Source: an optimization exercise on an open RTL-to-GDS flow (aim: a short achievable clock period and few clock cycles per item). Production flows keep margins and buffers that such runs may drop.
No run shown here included a check of the RTL's function; only the layout flow was run.
Power is estimated from default activity; no workload was simulated.

==> flow/design.v (outline; a module is shown in full before it is edited, if it fits) <==
// module ook_encoder: 504 lines
// module ook_decoder: 3833 lines
// module fht8v_ook_codec: 34 lines
module fht8v_ook_codec (
  input  wire        clk,
  input  wire        rst,
  input  wire        enc_in_valid,
  output wire        enc_in_ready,
  input  wire [47:0] enc_in_msg,
  output wire        enc_out_valid,
  input  wire        enc_out_ready,
  output wire [7:0]  enc_out_byte,
  output wire        enc_out_last,
  input  wire        dec_in_valid,
  output wire        dec_in_ready,
  input  wire [7:0]  dec_in_byte,
  input  wire        dec_in_last,
  input  wire        dec_in_strict,
  output wire        dec_out_valid,
  input  wire        dec_out_ready,
  output wire [47:0] dec_out_msg,
  output wire [1:0]  dec_out_err
);
  // ...
==> flow/run.sh <==
#!/bin/bash
# synth_recipe.tcl (not shown) runs the flow's synth.tcl, then flattens the netlist and writes it again
# the make line also repeats each setting of config.mk as NAME=value (left out here)
make -C /OpenROAD-flow-scripts/flow DESIGN_CONFIG=/design/flow/config.mk WORK_HOME=/design/flow/orfs CLKGATE_MAP_FILE= SYNTH_SCRIPT=/design/flow/synth_recipe.tcl finish
==> flow/config.mk <==
export PLATFORM = sky130hd
export DESIGN_NAME = fht8v_ook_codec
export DESIGN_NICKNAME = fht8v_ook_codec
export VERILOG_FILES = /design/flow/design.v
export SDC_FILE = /design/flow/constraint.sdc
export NUM_CORES = 4
export LEC_CHECK = 0
export ABC_CLOCK_PERIOD_IN_PS = 2000
export CAP_MARGIN = 20
export CORE_MARGIN = 2
export CORE_UTILIZATION = 40
export SETUP_SLACK_MARGIN = 3.0
export SLEW_MARGIN = 20
export SYNTH_MEMORY_MAX_BITS = 65536
==> flow/constraint.sdc <==
create_clock -name core_clock -period 5.0 [get_ports {clk}]
set_input_delay 1.0000 -clock core_clock [delete_from_list [all_inputs] [get_ports {clk}]]
set_output_delay 1.0000 -clock core_clock [all_outputs]
set_load 0.01 [all_outputs]
==> flow_summary.ini, run 1 <==
[critical_path]
criticalPathCategory = reg2out
cp.required_ns = 4.00
rrSetupSlack_ns = 2.96
cp-endpoint = enc_out_byte[7]
cpMaxStageDelayCell = edfxtp_1
crit_fanout = 1
reg2regPathDepth = 6

[yosys]
synth.mux.area_fraction_pct = 9.92
synth_most_common_cell = edfxtp_1
synth_area_leaders = edfxtp_1 52%, dfxtp_1 15%, mux2i_1 6.8%
postSynthAreaPerCell_sq_um = 12.6
synth_top_cell_area_share_pct = 51.6
syn_area_sq_mm = 0.0230
synth_nets = 1907

[final_layout]
multi_input_area_share_pct = 27.0
diodes = 0
final_cell_mix = 395 x edfxtp_1, 200 x nand2_1, 175 x nor2_1
nets = 2084
final_cells = 2811
area_growth_pct = 21.0
largest_reg_flops = 144

[timing]
hold_viol_final = 0
skew_ns = 0.0399
period_share_pct = 45.0

[min_path]
hold_end = u_dec.d4e[0]
hold_depth = 0

[power]
internal_power_mw = 8.28
p_switching_mw = 2.65
powerClk_mw = 4.43
p_total_mw = 10.9

[grt]
grt_util_met2_pct = 26.9

[die]
fp.dieH_microns = 244

[cts]
clk_pin_slew_ns = 0.06
cts_tree = yes
cts_resized = 291

[status]
status = finished clean

[route]
top_layer = met4
drt-total-wl_microns = 51700
drt_iter0_markers = 1056

[place]
place_congestion = 0.840
dp_slack_ns = 2.09
==> run 2: changes to the inputs <==
--- a/flow/design.v
+++ b/flow/design.v
@@ -14,428 +14,429 @@
   reg [47:0] nmsg;
   assign in_ready = in_rdy;
   reg          act;                
   reg  [3:0]   prem;               
   reg  [NB-1:0] bits;              
   reg  [5:0]   nrem;               
   reg          v1, v2, v3;         
   reg  [2:0]   r;                  
+  reg          rge2, rge4;         
   reg          t;                  
   reg        sv;
   reg  [7:0] sb;
   reg        sl;
   wire space = !sv;
   wire start = space && !act && !in_rdy;
   wire run   = space && act;
   wire inpre = (prem != 4'd0);
   function [NB-1:0] frame_bits(input [47:0] m);
     integer i;
     begin
       frame_bits = {NB{1'b0}};
       for (i = 0; i < 6; i = i + 1)
         frame_bits[NB-1-9*i -: 9] = {m[47-8*i -: 8], ^m[47-8*i -: 8]};
     end
   endfunction
-function [13:0] enc_tab(input [8:0] x);
+function [14:0] enc_tab(input [8:0] x);
   case (x)
-    9'h000: enc_tab = 14'h0003;
-    9'h001: enc_tab = 14'h0003;
-    9'h002: enc_tab = 14'h0003;
-    9'h003: enc_tab = 14'h0003;
-    9'h004: enc_tab = 14'h3003;
-    9'h005: enc_tab = 14'h3003;
-    9'h006: enc_tab = 14'h3301;
-    9'h007: enc_tab = 14'h3300;
-    9'h008: enc_tab = 14'h0003;
-    9'h009: enc_tab = 14'h0003;
-    9'h00a: enc_tab = 14'h0003;
-    9'h00b: enc_tab = 14'h0003;
-    9'h00c: enc_tab = 14'h3003;
-    9'h00d: enc_tab = 14'h3003;
-    9'h00e: enc_tab = 14'h3394;
-    9'h00f: enc_tab = 14'h3394;
-    9'h010: enc_tab = 14'h0003;
-    9'h011: enc_tab = 14'h0003;
-    9'h012: enc_tab = 14'h0003;
-    9'h013: enc_tab = 14'h0003;
-    9'h014: enc_tab = 14'h3807;
-    9'h015: enc_tab = 14'h3807;
-    9'h016: enc_tab = 14'h38d0;
-    9'h017: enc_tab = 14'h38d0;
-    9'h018: enc_tab = 14'h0003;
-    9'h019: enc_tab = 14'h0003;
-    9'h01a: enc_tab = 14'h0003;
-    9'h01b: enc_tab = 14'h0003;
-    9'h01c: enc_tab = 14'h3807;
-    9'h01d: enc_tab = 14'h3807;
-    9'h01e: enc_tab = 14'h38e4;
-    9'h01f: enc_tab = 14'h38e4;
-    9'h020: enc_tab = 14'h0007;
-    9'h021: enc_tab = 14'h0007;
-    9'h022: enc_tab = 14'h0007;
-    9'h023: enc_tab = 14'h0007;
-    9'h024: enc_tab = 14'h3003;
-    9'h025: enc_tab = 14'h3003;
-    9'h026: enc_tab = 14'h3301;
-    9'h027: enc_tab = 14'h3300;
-    9'h028: enc_tab = 14'h0007;
-    9'h029: enc_tab = 14'h0007;
-    9'h02a: enc_tab = 14'h0007;
-    9'h02b: enc_tab = 14'h0007;
-    9'h02c: enc_tab = 14'h3003;
-    9'h02d: enc_tab = 14'h3003;
-    9'h02e: enc_tab = 14'h3394;
-    9'h02f: enc_tab = 14'h3394;
-    9'h030: enc_tab = 14'h0007;
-    9'h031: enc_tab = 14'h0007;
-    9'h032: enc_tab = 14'h0007;
-    9'h033: enc_tab = 14'h0007;
-    9'h034: enc_tab = 14'h3807;
-    9'h035: enc_tab = 14'h3807;
-    9'h036: enc_tab = 14'h38d0;
-    9'h037: enc_tab = 14'h38d0;
-    9'h038: enc_tab = 14'h0007;
-    9'h039: enc_tab = 14'h0007;
-    9'h03a: enc_tab = 14'h0007;
-    9'h03b: enc_tab = 14'h0007;
-    9'h03c: enc_tab = 14'h3807;
-    9'h03d: enc_tab = 14'h3807;
-    9'h03e: enc_tab = 14'h38e4;
-    9'h03f: enc_tab = 14'h38e4;
-    9'h040: enc_tab = 14'h0003;
-    9'h041: enc_tab = 14'h0003;
-    9'h042: enc_tab = 14'h0003;
-    9'h043: enc_tab = 14'h0003;
-    9'h044: enc_tab = 14'h1803;
-    9'h045: enc_tab = 14'h1803;
-    9'h046: enc_tab = 14'h1988;
-    9'h047: enc_tab = 14'h1988;
-    9'h048: enc_tab = 14'h0003;
-    9'h049: enc_tab = 14'h0003;
-    9'h04a: enc_tab = 14'h0003;
-    9'h04b: enc_tab = 14'h0003;
-    9'h04c: enc_tab = 14'h1803;
-    9'h04d: enc_tab = 14'h1803;
-    9'h04e: enc_tab = 14'h19dc;
-    9'h04f: enc_tab = 14'h19dc;
-    9'h050: enc_tab = 14'h0003;
-    9'h051: enc_tab = 14'h0003;
-    9'h052: enc_tab = 14'h0003;
-    9'h053: enc_tab = 14'h0003;
-    9'h054: enc_tab = 14'h1c07;
-    9'h055: enc_tab = 14'h1c07;
-    9'h056: enc_tab = 14'h1c58;
-    9'h057: enc_tab = 14'h1c58;
-    9'h058: enc_tab = 14'h0003;
-    9'h059: enc_tab = 14'h0003;
-    9'h05a: enc_tab = 14'h0003;
-    9'h05b: enc_tab = 14'h0003;
-    9'h05c: enc_tab = 14'h1c07;
-    9'h05d: enc_tab = 14'h1c07;
-    9'h05e: enc_tab = 14'h1c6c;
-    9'h05f: enc_tab = 14'h1c6c;
-    9'h060: enc_tab = 14'h0007;
-    9'h061: enc_tab = 14'h0007;
-    9'h062: enc_tab = 14'h0007;
-    9'h063: enc_tab = 14'h0007;
-    9'h064: enc_tab = 14'h1803;
-    9'h065: enc_tab = 14'h1803;
-    9'h066: enc_tab = 14'h1988;
-    9'h067: enc_tab = 14'h1988;
-    9'h068: enc_tab = 14'h0007;
-    9'h069: enc_tab = 14'h0007;
-    9'h06a: enc_tab = 14'h0007;
-    9'h06b: enc_tab = 14'h0007;
-    9'h06c: enc_tab = 14'h1803;
-    9'h06d: enc_tab = 14'h1803;
-    9'h06e: enc_tab = 14'h19dc;
-    9'h06f: enc_tab = 14'h19dc;
-    9'h070: enc_tab = 14'h0007;
-    9'h071: enc_tab = 14'h0007;
-    9'h072: enc_tab = 14'h0007;
-    9'h073: enc_tab = 14'h0007;
-    9'h074: enc_tab = 14'h1c07;
-    9'h075: enc_tab = 14'h1c07;
-    9'h076: enc_tab = 14'h1c58;
-    9'h077: enc_tab = 14'h1c58;
-    9'h078: enc_tab = 14'h0007;
-    9'h079: enc_tab = 14'h0007;
-    9'h07a: enc_tab = 14'h0007;
-    9'h07b: enc_tab = 14'h0007;
-    9'h07c: enc_tab = 14'h1c07;
-    9'h07d: enc_tab = 14'h1c07;
-    9'h07e: enc_tab = 14'h1c6c;
-    9'h07f: enc_tab = 14'h1c6c;
-    9'h080: enc_tab = 14'h0003;
-    9'h081: enc_tab = 14'h0003;
-    9'h082: enc_tab = 14'h0003;
-    9'h083: enc_tab = 14'h0003;
-    9'h084: enc_tab = 14'h0c03;
-    9'h085: enc_tab = 14'h0c03;
-    9'h086: enc_tab = 14'h0cd0;
-    9'h087: enc_tab = 14'h0cd0;
-    9'h088: enc_tab = 14'h0003;
-    9'h089: enc_tab = 14'h0003;
-    9'h08a: enc_tab = 14'h0003;
-    9'h08b: enc_tab = 14'h0003;
-    9'h08c: enc_tab = 14'h0c03;
-    9'h08d: enc_tab = 14'h0c03;
-    9'h08e: enc_tab = 14'h0ce4;
-    9'h08f: enc_tab = 14'h0ce4;
-    9'h090: enc_tab = 14'h0003;
-    9'h091: enc_tab = 14'h0003;
-    9'h092: enc_tab = 14'h0003;
-    9'h093: enc_tab = 14'h0003;
-    9'h094: enc_tab = 14'h0e07;
-    9'h095: enc_tab = 14'h0e07;
-    9'h096: enc_tab = 14'h0e06;
-    9'h097: enc_tab = 14'h0e06;
-    9'h098: enc_tab = 14'h0003;
-    9'h099: enc_tab = 14'h0003;
-    9'h09a: enc_tab = 14'h0003;
-    9'h09b: enc_tab = 14'h0003;
-    9'h09c: enc_tab = 14'h0e07;
-    9'h09d: enc_tab = 14'h0e07;
-    9'h09e: enc_tab = 14'h0e06;
-    9'h09f: enc_tab = 14'h0e06;
-    9'h0a0: enc_tab = 14'h0007;
-    9'h0a1: enc_tab = 14'h0007;
-    9'h0a2: enc_tab = 14'h0007;
-    9'h0a3: enc_tab = 14'h0007;
-    9'h0a4: enc_tab = 14'h0c03;
-    9'h0a5: enc_tab = 14'h0c03;
-    9'h0a6: enc_tab = 14'h0cd0;
-    9'h0a7: enc_tab = 14'h0cd0;
-    9'h0a8: enc_tab = 14'h0007;
-    9'h0a9: enc_tab = 14'h0007;
-    9'h0aa: enc_tab = 14'h0007;
-    9'h0ab: enc_tab = 14'h0007;
-    9'h0ac: enc_tab = 14'h0c03;
-    9'h0ad: enc_tab = 14'h0c03;
-    9'h0ae: enc_tab = 14'h0ce4;
-    9'h0af: enc_tab = 14'h0ce4;
-    9'h0b0: enc_tab = 14'h0007;
-    9'h0b1: enc_tab = 14'h0007;
-    9'h0b2: enc_tab = 14'h0007;
-    9'h0b3: enc_tab = 14'h0007;
-    9'h0b4: enc_tab = 14'h0e07;
-    9'h0b5: enc_tab = 14'h0e07;
-    9'h0b6: enc_tab = 14'h0e06;
-    9'h0b7: enc_tab = 14'h0e06;
-    9'h0b8: enc_tab = 14'h0007;
-    9'h0b9: enc_tab = 14'h0007;
-    9'h0ba: enc_tab = 14'h0007;
-    9'h0bb: enc_tab = 14'h0007;
-    9'h0bc: enc_tab = 14'h0e07;
-    9'h0bd: enc_tab = 14'h0e07;
-    9'h0be: enc_tab = 14'h0e06;
-    9'h0bf: enc_tab = 14'h0e06;
-    9'h0c0: enc_tab = 14'h2003;
-    9'h0c1: enc_tab = 14'h2003;
-    9'h0c2: enc_tab = 14'h2003;
-    9'h0c3: enc_tab = 14'h2003;
-    9'h0c4: enc_tab = 14'h2603;
-    9'h0c5: enc_tab = 14'h2603;
-    9'h0c6: enc_tab = 14'h2658;
-    9'h0c7: enc_tab = 14'h2658;
-    9'h0c8: enc_tab = 14'h2003;
-    9'h0c9: enc_tab = 14'h2003;
-    9'h0ca: enc_tab = 14'h2003;
-    9'h0cb: enc_tab = 14'h2003;
-    9'h0cc: enc_tab = 14'h2603;
-    9'h0cd: enc_tab = 14'h2603;
-    9'h0ce: enc_tab = 14'h266c;
-    9'h0cf: enc_tab = 14'h266c;
-    9'h0d0: enc_tab = 14'h2003;
-    9'h0d1: enc_tab = 14'h2003;
-    9'h0d2: enc_tab = 14'h2003;
-    9'h0d3: enc_tab = 14'h2003;
-    9'h0d4: enc_tab = 14'h270e;
-    9'h0d5: enc_tab = 14'h270e;
-    9'h0d6: enc_tab = 14'h270e;
-    9'h0d7: enc_tab = 14'h270e;
-    9'h0d8: enc_tab = 14'h2003;
-    9'h0d9: enc_tab = 14'h2003;
-    9'h0da: enc_tab = 14'h2003;
-    9'h0db: enc_tab = 14'h2003;
-    9'h0dc: enc_tab = 14'h270e;
-    9'h0dd: enc_tab = 14'h270e;
-    9'h0de: enc_tab = 14'h270e;
-    9'h0df: enc_tab = 14'h270e;
-    9'h0e0: enc_tab = 14'h0007;
-    9'h0e1: enc_tab = 14'h0007;
-    9'h0e2: enc_tab = 14'h0007;
-    9'h0e3: enc_tab = 14'h0007;
-    9'h0e4: enc_tab = 14'h0603;
-    9'h0e5: enc_tab = 14'h0603;
-    9'h0e6: enc_tab = 14'h0658;
-    9'h0e7: enc_tab = 14'h0658;
-    9'h0e8: enc_tab = 14'h0007;
-    9'h0e9: enc_tab = 14'h0007;
-    9'h0ea: enc_tab = 14'h0007;
-    9'h0eb: enc_tab = 14'h0007;
-    9'h0ec: enc_tab = 14'h0603;
-    9'h0ed: enc_tab = 14'h0603;
-    9'h0ee: enc_tab = 14'h066c;
-    9'h0ef: enc_tab = 14'h066c;
-    9'h0f0: enc_tab = 14'h0007;
-    9'h0f1: enc_tab = 14'h0007;
-    9'h0f2: enc_tab = 14'h0007;
-    9'h0f3: enc_tab = 14'h0007;
-    9'h0f4: enc_tab = 14'h070e;
-    9'h0f5: enc_tab = 14'h070e;
-    9'h0f6: enc_tab = 14'h070e;
-    9'h0f7: enc_tab = 14'h070e;
-    9'h0f8: enc_tab = 14'h0007;
-    9'h0f9: enc_tab = 14'h0007;
-    9'h0fa: enc_tab = 14'h0007;
-    9'h0fb: enc_tab = 14'h0007;
-    9'h0fc: enc_tab = 14'h070e;
-    9'h0fd: enc_tab = 14'h070e;
-    9'h0fe: enc_tab = 14'h070e;
-    9'h0ff: enc_tab = 14'h070e;
-    9'h100: enc_tab = 14'h3003;
-    9'h101: enc_tab = 14'h3003;
-    9'h102: enc_tab = 14'h3003;
-    9'h103: enc_tab = 14'h3003;
-    9'h104: enc_tab = 14'h3303;
-    9'h105: enc_tab = 14'h3303;
-    9'h106: enc_tab = 14'h3302;
-    9'h107: enc_tab = 14'h3302;
-    9'h108: enc_tab = 14'h3003;
-    9'h109: enc_tab = 14'h3003;
-    9'h10a: enc_tab = 14'h3003;
-    9'h10b: enc_tab = 14'h3003;
-    9'h10c: enc_tab = 14'h3303;
-    9'h10d: enc_tab = 14'h3303;
-    9'h10e: enc_tab = 14'h3302;
-    9'h10f: enc_tab = 14'h3302;
-    9'h110: enc_tab = 14'h3003;
-    9'h111: enc_tab = 14'h3003;
-    9'h112: enc_tab = 14'h3003;
-    9'h113: enc_tab = 14'h3003;
-    9'h114: enc_tab = 14'h3396;
-    9'h115: enc_tab = 14'h3396;
-    9'h116: enc_tab = 14'h3396;
-    9'h117: enc_tab = 14'h3396;
-    9'h118: enc_tab = 14'h3003;
-    9'h119: enc_tab = 14'h3003;
-    9'h11a: enc_tab = 14'h3003;
-    9'h11b: enc_tab = 14'h3003;
-    9'h11c: enc_tab = 14'h3396;
-    9'h11d: enc_tab = 14'h3396;
-    9'h11e: enc_tab = 14'h3396;
-    9'h11f: enc_tab = 14'h3396;
-    9'h120: enc_tab = 14'h2007;
-    9'h121: enc_tab = 14'h2007;
-    9'h122: enc_tab = 14'h2007;
-    9'h123: enc_tab = 14'h2007;
-    9'h124: enc_tab = 14'h2303;
-    9'h125: enc_tab = 14'h2303;
-    9'h126: enc_tab = 14'h2302;
-    9'h127: enc_tab = 14'h2302;
-    9'h128: enc_tab = 14'h2007;
-    9'h129: enc_tab = 14'h2007;
-    9'h12a: enc_tab = 14'h2007;
-    9'h12b: enc_tab = 14'h2007;
-    9'h12c: enc_tab = 14'h2303;
-    9'h12d: enc_tab = 14'h2303;
-    9'h12e: enc_tab = 14'h2302;
-    9'h12f: enc_tab = 14'h2302;
-    9'h130: enc_tab = 14'h2007;
-    9'h131: enc_tab = 14'h2007;
-    9'h132: enc_tab = 14'h2007;
-    9'h133: enc_tab = 14'h2007;
-    9'h134: enc_tab = 14'h2396;
-    9'h135: enc_tab = 14'h2396;
-    9'h136: enc_tab = 14'h2396;
-    9'h137: enc_tab = 14'h2396;
-    9'h138: enc_tab = 14'h2007;
-    9'h139: enc_tab = 14'h2007;
-    9'h13a: enc_tab = 14'h2007;
-    9'h13b: enc_tab = 14'h2007;
-    9'h13c: enc_tab = 14'h2396;
-    9'h13d: enc_tab = 14'h2396;
-    9'h13e: enc_tab = 14'h2396;
-    9'h13f: enc_tab = 14'h2396;
-    9'h160: enc_tab = 14'h3007;
-    9'h161: enc_tab = 14'h3007;
-    9'h162: enc_tab = 14'h3007;
-    9'h163: enc_tab = 14'h3007;
-    9'h164: enc_tab = 14'h318a;
-    9'h165: enc_tab = 14'h318a;
-    9'h166: enc_tab = 14'h318a;
-    9'h167: enc_tab = 14'h318a;
-    9'h168: enc_tab = 14'h3007;
-    9'h169: enc_tab = 14'h3007;
-    9'h16a: enc_tab = 14'h3007;
-    9'h16b: enc_tab = 14'h3007;
-    9'h16c: enc_tab = 14'h318a;
-    9'h16d: enc_tab = 14'h318a;
-    9'h16e: enc_tab = 14'h318a;
-    9'h16f: enc_tab = 14'h318a;
-    9'h170: enc_tab = 14'h3007;
-    9'h171: enc_tab = 14'h3007;
-    9'h172: enc_tab = 14'h3007;
-    9'h173: enc_tab = 14'h3007;
-    9'h174: enc_tab = 14'h31de;
-    9'h175: enc_tab = 14'h31de;
-    9'h176: enc_tab = 14'h31de;
-    9'h177: enc_tab = 14'h31de;
-    9'h178: enc_tab = 14'h3007;
-    9'h179: enc_tab = 14'h3007;
-    9'h17a: enc_tab = 14'h3007;
-    9'h17b: enc_tab = 14'h3007;
-    9'h17c: enc_tab = 14'h31de;
-    9'h17d: enc_tab = 14'h31de;
-    9'h17e: enc_tab = 14'h31de;
-    9'h17f: enc_tab = 14'h31de;
-    9'h1a0: enc_tab = 14'h3807;
-    9'h1a1: enc_tab = 14'h3807;
-    9'h1a2: enc_tab = 14'h3807;
-    9'h1a3: enc_tab = 14'h3807;
-    9'h1a4: enc_tab = 14'h38d2;
-    9'h1a5: enc_tab = 14'h38d2;
-    9'h1a6: enc_tab = 14'h38d2;
-    9'h1a7: enc_tab = 14'h38d2;
-    9'h1a8: enc_tab = 14'h3807;
-    9'h1a9: enc_tab = 14'h3807;
-    9'h1aa: enc_tab = 14'h3807;
-    9'h1ab: enc_tab = 14'h3807;
-    9'h1ac: enc_tab = 14'h38d2;
-    9'h1ad: enc_tab = 14'h38d2;
-    9'h1ae: enc_tab = 14'h38d2;
-    9'h1af: enc_tab = 14'h38d2;
-    9'h1b0: enc_tab = 14'h3807;
-    9'h1b1: enc_tab = 14'h3807;
-    9'h1b2: enc_tab = 14'h3807;
-    9'h1b3: enc_tab = 14'h3807;
-    9'h1b4: enc_tab = 14'h38e6;
-    9'h1b5: enc_tab = 14'h38e6;
-    9'h1b6: enc_tab = 14'h38e6;
-    9'h1b7: enc_tab = 14'h38e6;
-    9'h1b8: enc_tab = 14'h3807;
-    9'h1b9: enc_tab = 14'h3807;
-    9'h1ba: enc_tab = 14'h3807;
-    9'h1bb: enc_tab = 14'h3807;
-    9'h1bc: enc_tab = 14'h38e6;
-    9'h1bd: enc_tab = 14'h38e6;
-    9'h1be: enc_tab = 14'h38e6;
-    9'h1bf: enc_tab = 14'h38e6;
-    default: enc_tab = 14'h0000;
+    9'h000: enc_tab = 15'h0001;
+    9'h001: enc_tab = 15'h0001;
+    9'h002: enc_tab = 15'h0001;
+    9'h003: enc_tab = 15'h0001;
+    9'h004: enc_tab = 15'h6001;
+    9'h005: enc_tab = 15'h6001;
+    9'h006: enc_tab = 15'h6601;
+    9'h007: enc_tab = 15'h6600;
+    9'h008: enc_tab = 15'h0001;
+    9'h009: enc_tab = 15'h0001;
+    9'h00a: enc_tab = 15'h0001;
+    9'h00b: enc_tab = 15'h0001;
+    9'h00c: enc_tab = 15'h6001;
+    9'h00d: enc_tab = 15'h6001;
+    9'h00e: enc_tab = 15'h672c;
+    9'h00f: enc_tab = 15'h672c;
+    9'h010: enc_tab = 15'h0001;
+    9'h011: enc_tab = 15'h0001;
+    9'h012: enc_tab = 15'h0001;
+    9'h013: enc_tab = 15'h0001;
+    9'h014: enc_tab = 15'h7009;
+    9'h015: enc_tab = 15'h7009;
+    9'h016: enc_tab = 15'h71a4;
+    9'h017: enc_tab = 15'h71a4;
+    9'h018: enc_tab = 15'h0001;
+    9'h019: enc_tab = 15'h0001;
+    9'h01a: enc_tab = 15'h0001;
+    9'h01b: enc_tab = 15'h0001;
+    9'h01c: enc_tab = 15'h7009;
+    9'h01d: enc_tab = 15'h7009;
+    9'h01e: enc_tab = 15'h71ce;
+    9'h01f: enc_tab = 15'h71ce;
+    9'h020: enc_tab = 15'h0009;
+    9'h021: enc_tab = 15'h0009;
+    9'h022: enc_tab = 15'h0009;
+    9'h023: enc_tab = 15'h0009;
+    9'h024: enc_tab = 15'h6001;
+    9'h025: enc_tab = 15'h6001;
+    9'h026: enc_tab = 15'h6601;
+    9'h027: enc_tab = 15'h6600;
+    9'h028: enc_tab = 15'h0009;
+    9'h029: enc_tab = 15'h0009;
+    9'h02a: enc_tab = 15'h0009;
+    9'h02b: enc_tab = 15'h0009;
+    9'h02c: enc_tab = 15'h6001;
+    9'h02d: enc_tab = 15'h6001;
+    9'h02e: enc_tab = 15'h672c;
+    9'h02f: enc_tab = 15'h672c;
+    9'h030: enc_tab = 15'h0009;
+    9'h031: enc_tab = 15'h0009;
+    9'h032: enc_tab = 15'h0009;
+    9'h033: enc_tab = 15'h0009;
+    9'h034: enc_tab = 15'h7009;
+    9'h035: enc_tab = 15'h7009;
+    9'h036: enc_tab = 15'h71a4;
+    9'h037: enc_tab = 15'h71a4;
+    9'h038: enc_tab = 15'h0009;
+    9'h039: enc_tab = 15'h0009;
+    9'h03a: enc_tab = 15'h0009;
+    9'h03b: enc_tab = 15'h0009;
+    9'h03c: enc_tab = 15'h7009;
+    9'h03d: enc_tab = 15'h7009;
+    9'h03e: enc_tab = 15'h71ce;
+    9'h03f: enc_tab = 15'h71ce;
+    9'h040: enc_tab = 15'h0001;
+    9'h041: enc_tab = 15'h0001;
+    9'h042: enc_tab = 15'h0001;
+    9'h043: enc_tab = 15'h0001;
+    9'h044: enc_tab = 15'h3001;
+    9'h045: enc_tab = 15'h3001;
+    9'h046: enc_tab = 15'h3310;
+    9'h047: enc_tab = 15'h3310;
+    9'h048: enc_tab = 15'h0001;
+    9'h049: enc_tab = 15'h0001;
+    9'h04a: enc_tab = 15'h0001;
+    9'h04b: enc_tab = 15'h0001;
+    9'h04c: enc_tab = 15'h3001;
+    9'h04d: enc_tab = 15'h3001;
+    9'h04e: enc_tab = 15'h33bc;
+    9'h04f: enc_tab = 15'h33bc;
+    9'h050: enc_tab = 15'h0001;
+    9'h051: enc_tab = 15'h0001;
+    9'h052: enc_tab = 15'h0001;
+    9'h053: enc_tab = 15'h0001;
+    9'h054: enc_tab = 15'h3809;
+    9'h055: enc_tab = 15'h3809;
+    9'h056: enc_tab = 15'h38b4;
+    9'h057: enc_tab = 15'h38b4;
+    9'h058: enc_tab = 15'h0001;
+    9'h059: enc_tab = 15'h0001;
+    9'h05a: enc_tab = 15'h0001;
+    9'h05b: enc_tab = 15'h0001;
+    9'h05c: enc_tab = 15'h3809;
+    9'h05d: enc_tab = 15'h3809;
+    9'h05e: enc_tab = 15'h38de;
+    9'h05f: enc_tab = 15'h38de;
+    9'h060: enc_tab = 15'h0009;
+    9'h061: enc_tab = 15'h0009;
+    9'h062: enc_tab = 15'h0009;
+    9'h063: enc_tab = 15'h0009;
+    9'h064: enc_tab = 15'h3001;
+    9'h065: enc_tab = 15'h3001;
+    9'h066: enc_tab = 15'h3310;
+    9'h067: enc_tab = 15'h3310;
+    9'h068: enc_tab = 15'h0009;
+    9'h069: enc_tab = 15'h0009;
+    9'h06a: enc_tab = 15'h0009;
+    9'h06b: enc_tab = 15'h0009;
+    9'h06c: enc_tab = 15'h3001;
+    9'h06d: enc_tab = 15'h3001;
+    9'h06e: enc_tab = 15'h33bc;
+    9'h06f: enc_tab = 15'h33bc;
+    9'h070: enc_tab = 15'h0009;
+    9'h071: enc_tab = 15'h0009;
+    9'h072: enc_tab = 15'h0009;
+    9'h073: enc_tab = 15'h0009;
+    9'h074: enc_tab = 15'h3809;
+    9'h075: enc_tab = 15'h3809;
+    9'h076: enc_tab = 15'h38b4;
+    9'h077: enc_tab = 15'h38b4;
+    9'h078: enc_tab = 15'h0009;
+    9'h079: enc_tab = 15'h0009;
+    9'h07a: enc_tab = 15'h0009;
+    9'h07b: enc_tab = 15'h0009;
+    9'h07c: enc_tab = 15'h3809;
+    9'h07d: enc_tab = 15'h3809;
+    9'h07e: enc_tab = 15'h38de;
+    9'h07f: enc_tab = 15'h38de;
+    9'h080: enc_tab = 15'h0001;
+    9'h081: enc_tab = 15'h0001;
+    9'h082: enc_tab = 15'h0001;
+    9'h083: enc_tab = 15'h0001;
+    9'h084: enc_tab = 15'h1801;
+    9'h085: enc_tab = 15'h1801;
+    9'h086: enc_tab = 15'h19a4;
+    9'h087: enc_tab = 15'h19a4;
+    9'h088: enc_tab = 15'h0001;
+    9'h089: enc_tab = 15'h0001;
+    9'h08a: enc_tab = 15'h0001;
+    9'h08b: enc_tab = 15'h0001;
+    9'h08c: enc_tab = 15'h1801;
+    9'h08d: enc_tab = 15'h1801;
+    9'h08e: enc_tab = 15'h19ce;
+    9'h08f: enc_tab = 15'h19ce;
+    9'h090: enc_tab = 15'h0001;
+    9'h091: enc_tab = 15'h0001;
+    9'h092: enc_tab = 15'h0001;
+    9'h093: enc_tab = 15'h0001;
+    9'h094: enc_tab = 15'h1c09;
+    9'h095: enc_tab = 15'h1c09;
+    9'h096: enc_tab = 15'h1c08;
+    9'h097: enc_tab = 15'h1c08;
+    9'h098: enc_tab = 15'h0001;
+    9'h099: enc_tab = 15'h0001;
+    9'h09a: enc_tab = 15'h0001;
+    9'h09b: enc_tab = 15'h0001;
+    9'h09c: enc_tab = 15'h1c09;
+    9'h09d: enc_tab = 15'h1c09;
+    9'h09e: enc_tab = 15'h1c08;
+    9'h09f: enc_tab = 15'h1c08;
+    9'h0a0: enc_tab = 15'h0009;
+    9'h0a1: enc_tab = 15'h0009;
+    9'h0a2: enc_tab = 15'h0009;
+    9'h0a3: enc_tab = 15'h0009;
+    9'h0a4: enc_tab = 15'h1801;
+    9'h0a5: enc_tab = 15'h1801;
+    9'h0a6: enc_tab = 15'h19a4;
+    9'h0a7: enc_tab = 15'h19a4;
+    9'h0a8: enc_tab = 15'h0009;
+    9'h0a9: enc_tab = 15'h0009;
+    9'h0aa: enc_tab = 15'h0009;
+    9'h0ab: enc_tab = 15'h0009;
+    9'h0ac: enc_tab = 15'h1801;
+    9'h0ad: enc_tab = 15'h1801;
+    9'h0ae: enc_tab = 15'h19ce;
+    9'h0af: enc_tab = 15'h19ce;
+    9'h0b0: enc_tab = 15'h0009;
+    9'h0b1: enc_tab = 15'h0009;
+    9'h0b2: enc_tab = 15'h0009;
+    9'h0b3: enc_tab = 15'h0009;
+    9'h0b4: enc_tab = 15'h1c09;
+    9'h0b5: enc_tab = 15'h1c09;
+    9'h0b6: enc_tab = 15'h1c08;
+    9'h0b7: enc_tab = 15'h1c08;
+    9'h0b8: enc_tab = 15'h0009;
+    9'h0b9: enc_tab = 15'h0009;
+    9'h0ba: enc_tab = 15'h0009;
+    9'h0bb: enc_tab = 15'h0009;
+    9'h0bc: enc_tab = 15'h1c09;
+    9'h0bd: enc_tab = 15'h1c09;
+    9'h0be: enc_tab = 15'h1c08;
+    9'h0bf: enc_tab = 15'h1c08;
+    9'h0c0: enc_tab = 15'h4001;
+    9'h0c1: enc_tab = 15'h4001;
+    9'h0c2: enc_tab = 15'h4001;
+    9'h0c3: enc_tab = 15'h4001;
+    9'h0c4: enc_tab = 15'h4c01;
+    9'h0c5: enc_tab = 15'h4c01;
+    9'h0c6: enc_tab = 15'h4cb4;
+    9'h0c7: enc_tab = 15'h4cb4;
+    9'h0c8: enc_tab = 15'h4001;
+    9'h0c9: enc_tab = 15'h4001;
+    9'h0ca: enc_tab = 15'h4001;
+    9'h0cb: enc_tab = 15'h4001;
+    9'h0cc: enc_tab = 15'h4c01;
+    9'h0cd: enc_tab = 15'h4c01;
+    9'h0ce: enc_tab = 15'h4cde;
+    9'h0cf: enc_tab = 15'h4cde;
+    9'h0d0: enc_tab = 15'h4001;
+    9'h0d1: enc_tab = 15'h4001;
+    9'h0d2: enc_tab = 15'h4001;
+    9'h0d3: enc_tab = 15'h4001;
+    9'h0d4: enc_tab = 15'h4e18;
+    9'h0d5: enc_tab = 15'h4e18;
+    9'h0d6: enc_tab = 15'h4e18;
+    9'h0d7: enc_tab = 15'h4e18;
+    9'h0d8: enc_tab = 15'h4001;
+    9'h0d9: enc_tab = 15'h4001;
+    9'h0da: enc_tab = 15'h4001;
+    9'h0db: enc_tab = 15'h4001;
+    9'h0dc: enc_tab = 15'h4e18;
+    9'h0dd: enc_tab = 15'h4e18;
+    9'h0de: enc_tab = 15'h4e18;
+    9'h0df: enc_tab = 15'h4e18;
+    9'h0e0: enc_tab = 15'h0009;
+    9'h0e1: enc_tab = 15'h0009;
+    9'h0e2: enc_tab = 15'h0009;
+    9'h0e3: enc_tab = 15'h0009;
+    9'h0e4: enc_tab = 15'h0c01;
+    9'h0e5: enc_tab = 15'h0c01;
+    9'h0e6: enc_tab = 15'h0cb4;
+    9'h0e7: enc_tab = 15'h0cb4;
+    9'h0e8: enc_tab = 15'h0009;
+    9'h0e9: enc_tab = 15'h0009;
+    9'h0ea: enc_tab = 15'h0009;
+    9'h0eb: enc_tab = 15'h0009;
+    9'h0ec: enc_tab = 15'h0c01;
+    9'h0ed: enc_tab = 15'h0c01;
+    9'h0ee: enc_tab = 15'h0cde;
+    9'h0ef: enc_tab = 15'h0cde;
+    9'h0f0: enc_tab = 15'h0009;
+    9'h0f1: enc_tab = 15'h0009;
+    9'h0f2: enc_tab = 15'h0009;
+    9'h0f3: enc_tab = 15'h0009;
+    9'h0f4: enc_tab = 15'h0e18;
+    9'h0f5: enc_tab = 15'h0e18;
+    9'h0f6: enc_tab = 15'h0e18;
+    9'h0f7: enc_tab = 15'h0e18;
+    9'h0f8: enc_tab = 15'h0009;
+    9'h0f9: enc_tab = 15'h0009;
+    9'h0fa: enc_tab = 15'h0009;
+    9'h0fb: enc_tab = 15'h0009;
+    9'h0fc: enc_tab = 15'h0e18;
+    9'h0fd: enc_tab = 15'h0e18;
+    9'h0fe: enc_tab = 15'h0e18;
+    9'h0ff: enc_tab = 15'h0e18;
+    9'h100: enc_tab = 15'h6001;
+    9'h101: enc_tab = 15'h6001;
+    9'h102: enc_tab = 15'h6001;
+    9'h103: enc_tab = 15'h6001;
+    9'h104: enc_tab = 15'h6601;
+    9'h105: enc_tab = 15'h6601;
+    9'h106: enc_tab = 15'h6600;
+    9'h107: enc_tab = 15'h6600;
+    9'h108: enc_tab = 15'h6001;
+    9'h109: enc_tab = 15'h6001;
+    9'h10a: enc_tab = 15'h6001;
+    9'h10b: enc_tab = 15'h6001;
+    9'h10c: enc_tab = 15'h6601;
+    9'h10d: enc_tab = 15'h6601;
+    9'h10e: enc_tab = 15'h6600;
+    9'h10f: enc_tab = 15'h6600;
+    9'h110: enc_tab = 15'h6001;
+    9'h111: enc_tab = 15'h6001;
+    9'h112: enc_tab = 15'h6001;
+    9'h113: enc_tab = 15'h6001;
+    9'h114: enc_tab = 15'h672c;
+    9'h115: enc_tab = 15'h672c;
+    9'h116: enc_tab = 15'h672c;
+    9'h117: enc_tab = 15'h672c;
+    9'h118: enc_tab = 15'h6001;
+    9'h119: enc_tab = 15'h6001;
+    9'h11a: enc_tab = 15'h6001;
+    9'h11b: enc_tab = 15'h6001;
+    9'h11c: enc_tab = 15'h672c;
+    9'h11d: enc_tab = 15'h672c;
+    9'h11e: enc_tab = 15'h672c;
+    9'h11f: enc_tab = 15'h672c;
+    9'h120: enc_tab = 15'h4009;
+    9'h121: enc_tab = 15'h4009;
+    9'h122: enc_tab = 15'h4009;
+    9'h123: enc_tab = 15'h4009;
+    9'h124: enc_tab = 15'h4601;
+    9'h125: enc_tab = 15'h4601;
+    9'h126: enc_tab = 15'h4600;
+    9'h127: enc_tab = 15'h4600;
+    9'h128: enc_tab = 15'h4009;
+    9'h129: enc_tab = 15'h4009;
+    9'h12a: enc_tab = 15'h4009;
+    9'h12b: enc_tab = 15'h4009;
+    9'h12c: enc_tab = 15'h4601;
+    9'h12d: enc_tab = 15'h4601;
+    9'h12e: enc_tab = 15'h4600;
+    9'h12f: enc_tab = 15'h4600;
+    9'h130: enc_tab = 15'h4009;
+    9'h131: enc_tab = 15'h4009;
+    9'h132: enc_tab = 15'h4009;
+    9'h133: enc_tab = 15'h4009;
+    9'h134: enc_tab = 15'h472c;
+    9'h135: enc_tab = 15'h472c;
+    9'h136: enc_tab = 15'h472c;
+    9'h137: enc_tab = 15'h472c;
+    9'h138: enc_tab = 15'h4009;
+    9'h139: enc_tab = 15'h4009;
+    9'h13a: enc_tab = 15'h4009;
+    9'h13b: enc_tab = 15'h4009;
+    9'h13c: enc_tab = 15'h472c;
+    9'h13d: enc_tab = 15'h472c;
+    9'h13e: enc_tab = 15'h472c;
+    9'h13f: enc_tab = 15'h472c;
+    9'h160: enc_tab = 15'h6009;
+    9'h161: enc_tab = 15'h6009;
+    9'h162: enc_tab = 15'h6009;
+    9'h163: enc_tab = 15'h6009;
+    9'h164: enc_tab = 15'h6310;
+    9'h165: enc_tab = 15'h6310;
+    9'h166: enc_tab = 15'h6310;
+    9'h167: enc_tab = 15'h6310;
+    9'h168: enc_tab = 15'h6009;
+    9'h169: enc_tab = 15'h6009;
+    9'h16a: enc_tab = 15'h6009;
+    9'h16b: enc_tab = 15'h6009;
+    9'h16c: enc_tab = 15'h6310;
+    9'h16d: enc_tab = 15'h6310;
+    9'h16e: enc_tab = 15'h6310;
+    9'h16f: enc_tab = 15'h6310;
+    9'h170: enc_tab = 15'h6009;
+    9'h171: enc_tab = 15'h6009;
+    9'h172: enc_tab = 15'h6009;
+    9'h173: enc_tab = 15'h6009;
+    9'h174: enc_tab = 15'h63bc;
+    9'h175: enc_tab = 15'h63bc;
+    9'h176: enc_tab = 15'h63bc;
+    9'h177: enc_tab = 15'h63bc;
+    9'h178: enc_tab = 15'h6009;
+    9'h179: enc_tab = 15'h6009;
+    9'h17a: enc_tab = 15'h6009;
+    9'h17b: enc_tab = 15'h6009;
+    9'h17c: enc_tab = 15'h63bc;
+    9'h17d: enc_tab = 15'h63bc;
+    9'h17e: enc_tab = 15'h63bc;
+    9'h17f: enc_tab = 15'h63bc;
+    9'h1a0: enc_tab = 15'h7009;
+    9'h1a1: enc_tab = 15'h7009;
+    9'h1a2: enc_tab = 15'h7009;
+    9'h1a3: enc_tab = 15'h7009;
+    9'h1a4: enc_tab = 15'h71a4;
+    9'h1a5: enc_tab = 15'h71a4;
+    9'h1a6: enc_tab = 15'h71a4;
+    9'h1a7: enc_tab = 15'h71a4;
+    9'h1a8: enc_tab = 15'h7009;
+    9'h1a9: enc_tab = 15'h7009;
+    9'h1aa: enc_tab = 15'h7009;
+    9'h1ab: enc_tab = 15'h7009;
+    9'h1ac: enc_tab = 15'h71a4;
+    9'h1ad: enc_tab = 15'h71a4;
+    9'h1ae: enc_tab = 15'h71a4;
+    9'h1af: enc_tab = 15'h71a4;
+    9'h1b0: enc_tab = 15'h7009;
+    9'h1b1: enc_tab = 15'h7009;
+    9'h1b2: enc_tab = 15'h7009;
+    9'h1b3: enc_tab = 15'h7009;
+    9'h1b4: enc_tab = 15'h71ce;
+    9'h1b5: enc_tab = 15'h71ce;
+    9'h1b6: enc_tab = 15'h71ce;
+    9'h1b7: enc_tab = 15'h71ce;
+    9'h1b8: enc_tab = 15'h7009;
+    9'h1b9: enc_tab = 15'h7009;
+    9'h1ba: enc_tab = 15'h7009;
+    9'h1bb: enc_tab = 15'h7009;
+    9'h1bc: enc_tab = 15'h71ce;
+    9'h1bd: enc_tab = 15'h71ce;
+    9'h1be: enc_tab = 15'h71ce;
+    9'h1bf: enc_tab = 15'h71ce;
+    default: enc_tab = 15'h0000;
   endcase
 endfunction
   wire       b1 = bits[NB-1], b2 = bits[NB-2];
-  wire [13:0] et = enc_tab({r, t, b1, b2, v1, v2, v3});
-  wire [7:0] ebyte = et[13:6];
-  wire [2:0] r_n   = et[5:3];
-  wire       t_n   = et[2];
-  wire       one   = et[1];
+  wire [14:0] et = enc_tab({r, t, b1, b2, v1, v2, v3});
+  wire [7:0] ebyte = et[14:7];
+  wire [2:0] r_n   = et[6:4];
+  wire       t_n   = et[3];
   wire       elast = et[0];
+  wire       one   = b1 ? rge2 : rge4;
   wire       push  = start || run;
   wire [7:0] pbyte = start ? 8'hAA : inpre ? (prem[3] || prem == 4'd7 ? 8'hAA : 8'hCC) : ebyte;
   wire       plast = !start && !inpre && elast;
   always @(posedge clk) begin
     if (in_rdy)
       nmsg <= in_msg;
     if (rst) begin
       in_rdy <= 1'b1;
@@ -449,23 +450,27 @@
         act  <= 1'b1;
         prem <= 4'd9;
         bits <= frame_bits(nmsg);
         nrem <= NB;
         v1   <= 1'b1;
         v2   <= 1'b1;
         v3   <= 1'b1;
         r    <= 3'd6;
+        rge2 <= 1'b1;
+        rge4 <= 1'b1;
         t    <= 1'b1;
       end else if (run) begin
         if (inpre)
           prem <= prem - 4'd1;
         else begin
-          r <= r_n;
-          t <= t_n;
+          r    <= r_n;
+          t    <= t_n;
+          rge2 <= et[2];
+          rge4 <= et[1];
           if (one) begin
             bits <= {bits[NB-2:0], 1'b0};
             nrem <= nrem - 6'd1;
             v1   <= (nrem >= 6'd2);
             v2   <= (nrem >= 6'd3);
             v3   <= (nrem >= 6'd4);
           end else begin
             bits <= {bits[NB-3:0], 2'b0};
@@ -478,16 +483,18 @@
             act <= 1'b0;
         end
       end
     end
   end
   always @(posedge clk) begin
     if (rst) begin
       out_valid <= 1'b0;
+      out_byte  <= 8'd0;
+      out_last  <= 1'b0;
       sv        <= 1'b0;
     end else if (!out_valid || out_ready) begin
       if (sv) begin
         out_valid <= 1'b1;
         out_byte  <= sb;
         out_last  <= sl;
         sv        <= 1'b0;
       end else begin
@@ -511,17 +518,17 @@
   input  wire        in_last,
   input  wire        in_strict,
   output wire        res_valid,
   input  wire        res_ready,
   output wire [47:0] res_msg,      
   output wire [1:0]  res_err       
 );
   localparam E_OK = 2'd0, E_FRAMING = 2'd1, E_TRUNC = 2'd2, E_PARITY = 2'd3;
-  localparam QN = 3;               
+  localparam QN = 2;               
   localparam RCAP = QN + 1;
 function [8:0] dec_tab0(input [8:0] x);
   case (x)
     9'h000: dec_tab0 = 9'h001;
     9'h001: dec_tab0 = 9'h001;
     9'h002: dec_tab0 = 9'h001;
     9'h003: dec_tab0 = 9'h001;
     9'h004: dec_tab0 = 9'h001;
@@ -4164,25 +4171,23 @@
   reg [1:0]  d3e;
   reg [8:0]  pos;                  
   reg [5:0]  nby;                  
   reg        par;
   reg        d4v, d4l, d4q1, d4q2, d4d1, d4d2, d4f1, d4k1, d4f2, d4k2;
   reg [1:0]  d4e;
   reg        done;
   reg [47:0] msg;
-  reg        r6v;
-  reg [1:0]  r6e;
-  reg [47:0] r6m;
   reg        rv;
   reg [47:0] rmsg;
   reg [1:0]  rerr;
   reg [47:0] qmsg [0:QN-1];
   reg [1:0]  qerr [0:QN-1];
-  reg [1:0]  qcnt, wp, rp;
+  reg [1:0]  qcnt;
+  reg        wp, rp;
   reg [2:0]  pend;                 
   assign res_valid = rv;
   assign res_msg   = rmsg;
   assign res_err   = rerr;
   reg s3sy, s3a, s3b, s3q1;
   always @(*) begin
     s3sy = sync; s3a = 1'b0; s3b = 1'b0; s3q1 = d2y1;
     if (sync) begin
@@ -4212,16 +4217,19 @@
   always @(*) begin
     case ({d4d1, d4d2})
       2'b11:   s5msg = {msg[45:0], d4q1, d4q2};
       2'b10:   s5msg = {msg[46:0], d4q1};
       2'b01:   s5msg = {msg[46:0], d4q2};
       default: s5msg = msg;
     endcase
   end
+  wire        r6v = d4v && !done && s5ev;
+  wire [1:0]  r6e = s5code;
+  wire [47:0] r6m = d4k1 ? msg : s5msg;
   wire take_first = in_valid && in_rdy && first;
   wire pop        = rv && res_ready;
   always @(posedge clk) begin
     if (in_rdy) begin
       d0b <= in_byte;
       d0l <= in_last;
       d0s <= in_strict;
     end
@@ -4248,23 +4256,21 @@
     d4q2 <= d3q2;
     d4d1 <= d3a && !pos[8];
     d4d2 <= d3b && !pos[7];
     d4f1 <= f1;
     d4k1 <= k1;
     d4f2 <= f2;
     d4k2 <= k2;
     d4e  <= d3e;
-    r6e <= s5code;
-    r6m <= d4k1 ? msg : s5msg;
     if (rst) begin
       in_rdy <= 1'b1;
       first  <= 1'b1;
       pend   <= 3'd0;
-      d0v <= 1'b0; d1v <= 1'b0; d2v <= 1'b0; d3v <= 1'b0; d4v <= 1'b0; r6v <= 1'b0;
+      d0v <= 1'b0; d1v <= 1'b0; d2v <= 1'b0; d3v <= 1'b0; d4v <= 1'b0;
       cs   <= 3'd0;
       sync <= 1'b0;
       pos  <= 9'd1; nby <= 6'd1; par <= 1'b0;
       done <= 1'b0;
     end else begin
       in_rdy <= (in_rdy && first) ? (pend < RCAP - 1) : (pend < RCAP);
       d0v <= in_valid && in_rdy;
       if (in_valid && in_rdy)
@@ -4272,17 +4278,16 @@
       if (take_first && !pop)
         pend <= pend + 3'd1;
       else if (!take_first && pop)
         pend <= pend - 3'd1;
       d1v <= d0v;
       d2v <= d1v;
       d3v <= d2v;
       d4v <= d3v;
-      r6v <= d4v && !done && s5ev;
       if (d1v)
         cs <= d1l ? 3'd0 : csel[8:6];
       if (d2v)
         sync <= d2l ? 1'b0 : s3sy;
       if (d3v) begin
         if (d3l) begin
           pos <= 9'd1; nby <= 6'd1; par <= 1'b0;
         end else begin
@@ -4308,34 +4313,35 @@
       msg <= s5msg;
   end
   always @(posedge clk) begin
     if (r6v) begin
       qmsg[wp] <= r6m;
       qerr[wp] <= r6e;
     end
     if (rst) begin
-      rv <= 1'b0; qcnt <= 2'd0; wp <= 2'd0; rp <= 2'd0;
+      rv <= 1'b0; qcnt <= 2'd0; wp <= 1'b0; rp <= 1'b0;
+      rmsg <= 48'd0; rerr <= E_OK;
     end else if (!rv || res_ready) begin
       if (qcnt != 2'd0) begin
         rv   <= 1'b1;
         rmsg <= qmsg[rp];
         rerr <= qerr[rp];
-        rp   <= (rp == QN - 1) ? 2'd0 : rp + 2'd1;
+        rp   <= !rp;
         if (r6v)
-          wp <= (wp == QN - 1) ? 2'd0 : wp + 2'd1;
+          wp <= !wp;
         else
           qcnt <= qcnt - 2'd1;
       end else begin
         rv   <= r6v;
         rmsg <= r6m;
         rerr <= r6e;
       end
     end else if (r6v) begin
-      wp   <= (wp == QN - 1) ? 2'd0 : wp + 2'd1;
+      wp   <= !wp;
       qcnt <= qcnt + 2'd1;
     end
   end
 endmodule
 module fht8v_ook_codec (
   input  wire        clk,
   input  wire        rst,
   input  wire        enc_in_valid,
==> flow/config.mk (replaced) <==
export PLATFORM = sky130hd
export DESIGN_NAME = fht8v_ook_codec
export DESIGN_NICKNAME = fht8v_ook_codec
export VERILOG_FILES = /design/flow/design.v
export SDC_FILE = /design/flow/constraint.sdc
export NUM_CORES = 4
export LEC_CHECK = 0
export ABC_CLOCK_PERIOD_IN_PS = 1500
export CAP_MARGIN = 20
export CORE_MARGIN = 2
export CORE_UTILIZATION = 45
export CTS_BUF_LIST = sky130_fd_sc_hd__clkbuf_16 sky130_fd_sc_hd__clkbuf_8
export CTS_CLUSTER_DIAMETER = 60
export CTS_CLUSTER_SIZE = 24
export SETUP_SLACK_MARGIN = 3.5
export SLEW_MARGIN = 20
export SYNTH_MEMORY_MAX_BITS = 65536
==> run 2 against run 1 <==
  * Clock power shrank 29%
  * Critical path depth unchanged
  * Fmax up 8.6%
  * Critical endpoint is now dec_out_msg[23]
==> flow_summary.ini, run 2 <==
[yosys]
ys_types = 80
syn_inst = 1730
syn_area_sq_mm = 0.0205
synth_common_cells = 287 x edfxtp_1, 184 x nand2_1, 173 x dfxtp_1
synth-seq-area-share_pct = 58.9
postSynth.asyncResetShare_pct = 0
synth_edf_count = 287
synth_most_common_cell = edfxtp_1
synth_largest_area_cell = edfxtp_1
ys_ff_latch = 460
synth_top_cell_area_share_pct = 42.0
synth_nets = 1808
synth_area_leaders = edfxtp_1 42%, dfxtp_1 17%, mux2i_1 8.0%
synth_ff_type = edfxtp_1
postSynthAreaPerCell_sq_um = 11.8
yosys_warnings = 2

[critical_path]
critical_path_buf_inv_count = 1
criticalPathCategory = reg2out
cpLargestDelayFamily = flip-flops
crit_fanout = 2
start_kind = flop
timing.critical_path.cells = buf_6
crit-reg2reg-launch = u_enc.prem[1]
crit_path_end_kind = output pin
rrSetupSlack_ns = 2.95
startpoint = u_dec.rmsg[23]
cp_slowest_stage_delay_ns = 0.38
cpMaxStageDelayCell = dfxtp_4
crit_arrival_ns = 1.07
cp.required_ns = 4.00

[place]
portBuffers = 126
hpwl_microns = 26800
place_congestion = 0.820

[die]
fp-row-count = 78
core_area_sq_mm = 0.0452
io_pins = 127
dieArea_sq_mm = 0.0473
initial_core_util_pct = 45.4
die_width_microns = 217
fp.dieH_microns = 217

[cts]
ctsHoldBuffers = 0
cts.sinks = 460
cts_tree = yes
insertion_delay_ns = 0.58
clk_pin_slew_ns = 0.09
h-tree-depth = 2
cts-root-buf = clkbuf_16
cts.path.max_buffers = 3
numCtsBuffers = 37

[power]
pwr_density_cell_mw_per_mm2 = 284
combPwrFrac_pct = 14.8
p_total_mw = 8.78
internal_power_mw = 6.52
p_sw_share_pct = 25.8
p_seq_share_pct = 49.4
p_clk_share_pct = 35.7
ir_drop_uv = 323
p_switching_mw = 2.27
p_leak_nw = 10.6

[grt]
grt_antenna_before_repair = 0
grt_busiest_layer = met2
grt_pass1_vias = 15426
grt_max_degree = 99
grt_util_all_layers_pct = 24.1
grt-ovfl-total = 0
grt_util_met1_pct = 32.1
grt_pass1_wl_microns = 88600
met3_usage_pct = 3.40
grt_util_met2_pct = 40.1

[final_layout]
drive_gt1_share_pct = 45.6
area_growth_pct = 51.0
diodes = 0
top_register = u_dec.qmsg
reg_top3 = u_dec.qmsg (96), u_enc.bits (54)
largest_reg_flops = 96
nets = 2230
final_cell_mix = 287 x edfxtp_1, 175 x buf_4, 166 x nand2_1
mostFrequentLayoutCell = edfxtp_1
final_util_pct = 68.5

[route]
firstDrtPassIters = 7
drc = 0
via_per_inst = 5.69
drt_iter0_markers = 1108
vias = 15817
post_drt_wl_per_cell_microns = 22.3
antenna_left = 0
drt-total-wl_microns = 62100

[min_path]
hp-class = reg2reg
min-delay-start = u_dec.d3e[1]

[timing]
fin_crit_ns = 2.07
skew_ns = 0.0239
hold_viol_final = 0
fin_setup_tns_ns = 0
period_share_pct = 41.4
slew-limit-headroom_pct = 65.7
slew_viol_final = 0
rsz0062_at_grt = yes
setup_violations = 0
max_freq_mhz = 483
tightest_slew_ns = 0.514

[status]
status = finished clean

[job]
max_cap_violations = 0
-- run 2: cell types whose count changed after synthesis, moves of 7 or more --
cell and delta:
a21oi_1 -41, buf_2 +18, nor2_1 -123, a211oi_1 +59, edfxtp_1 -108, mux2i_1 +8, buf_1 -7, a22oi_1 -10
mux2_2 -7, nand2b_1 +53, a31oi_1 -46, nand2_1 -25, and3_1 +47, o22ai_1 +44
-- run 2: cell type report --
class                   instances  area, sq um
repair buffers                493         6380
clock inverters                24          233
fillers                      3030        14200
multi-input cells            1129        10200
flip-flops and latches        460        12200
well taps                     600          751
clock buffers                  44         1070
inverters                      31          116
-- run 2: worst register-to-register path: stages (launching register included) --
cell and delay (ns):
edfxtp_1 0.40, inv_1 0.09, ha_2 0.19, nor3b_4 0.24
a21oi_2 0.10, nor3_4 0.22, buf_12 0.16, buf_12 0.14
buf_6 0.11, buf_16 0.13
-- run 2: power groups by stage --
stage	Combinational, mW	Clock (mW)	Sequential [mW]
3_3_place_gp	0.626	0	4.46
6_report	1.30	3.14	4.34
3_5_place_dp	0.638	0	4.46
4_1_cts	1.06	3.19	4.32
2_1_floorplan	0.495	0	4.38
5_1_grt	1.38	3.34	4.36
-- run 2: repair_timing --
action | CTS | global route
pin swaps | 63 | 90
resized for setup | 704 | 275
setup buffers | 218 | 75
cloned | 58 | 12
endpoints found under the setup margin | 591 | 535
-- run 2: logic make-up after synthesis --
| kind of cell | after synthesis | synth area share (%) |
|---|---|---|
| buf+inv | 155 | 3.63 |
| mux | 221 | 11.3 |
| xor+xnor | 56 | 2.39 |
| compound gates | 332 | 10.4 |
| flops | 460 | 58.9 |
| fa+ha+maj | 15 | 0.940 |
| simple gates | 491 | 12.3 |
-- run 2: metrics by stage --
step	cell area (sq um)	instances	hold WS [ns]	setup slack, ns
5_1_grt	30900	2781	0.324	2.86
4_1_cts	28700	2694	0.325	2.89
6_report	30900	2781	0.321	2.93
3_5_place_dp	22600	2350	0.312	1.58
2_1_floorplan	21300	1730	0.310	1.55
3_3_place_gp	22600	2350	0.312	1.61
-- run 2: per-layer routing --
metal	wire [microns]	up-vias
met2	30800	488
li1	-	7270
met3	3160	127
met5	0	-
met1	26100	7932
met4	2040	0
-- run 2: path summary, 6_finish.rpt --
kind                     endpoint  cells after the start
setup / recovery  dec_out_msg[23]                      1
hold / removal       u_dec.d4e[1]                      0
setup reg to reg   u_enc.bits[50]                      9
hold reg to reg      u_dec.d4e[1]                      0

separate check: timing with driven ports:
How much do the figures lean on ideal ports? The routed layouts below were timed once more, with nothing changed but the port constraints.
Step 1 (the two cells are an assumption about what drives the block):
set clk [get_ports {clk}]
set_driving_cell -lib_cell sky130_fd_sc_hd__clkbuf_16 $clk
set_driving_cell -lib_cell sky130_fd_sc_hd__buf_2 [delete_from_list [all_inputs] $clk]
Step 2 times the ports against the registers' clock, not the clock port: input delays grow and output delays shrink by t, the midpoint of the rising clock arrivals with the driver on.
a / b / c = ideal / step 1 / step 2; a / b = the first two.
run	t (ns)	setup slack, ns	slew at the worst register clock pin (ns)
run 1	0.677	2.750 / 2.693 / 2.398	0.07 / 0.07
run 2	0.623	2.928 / 2.871 / 2.500	0.09 / 0.09
After both steps every run listed still meets setup and hold. The setup slack of run 2, which loses most, moves by -0.057 ns with the drivers and by -0.428 ns with both steps.
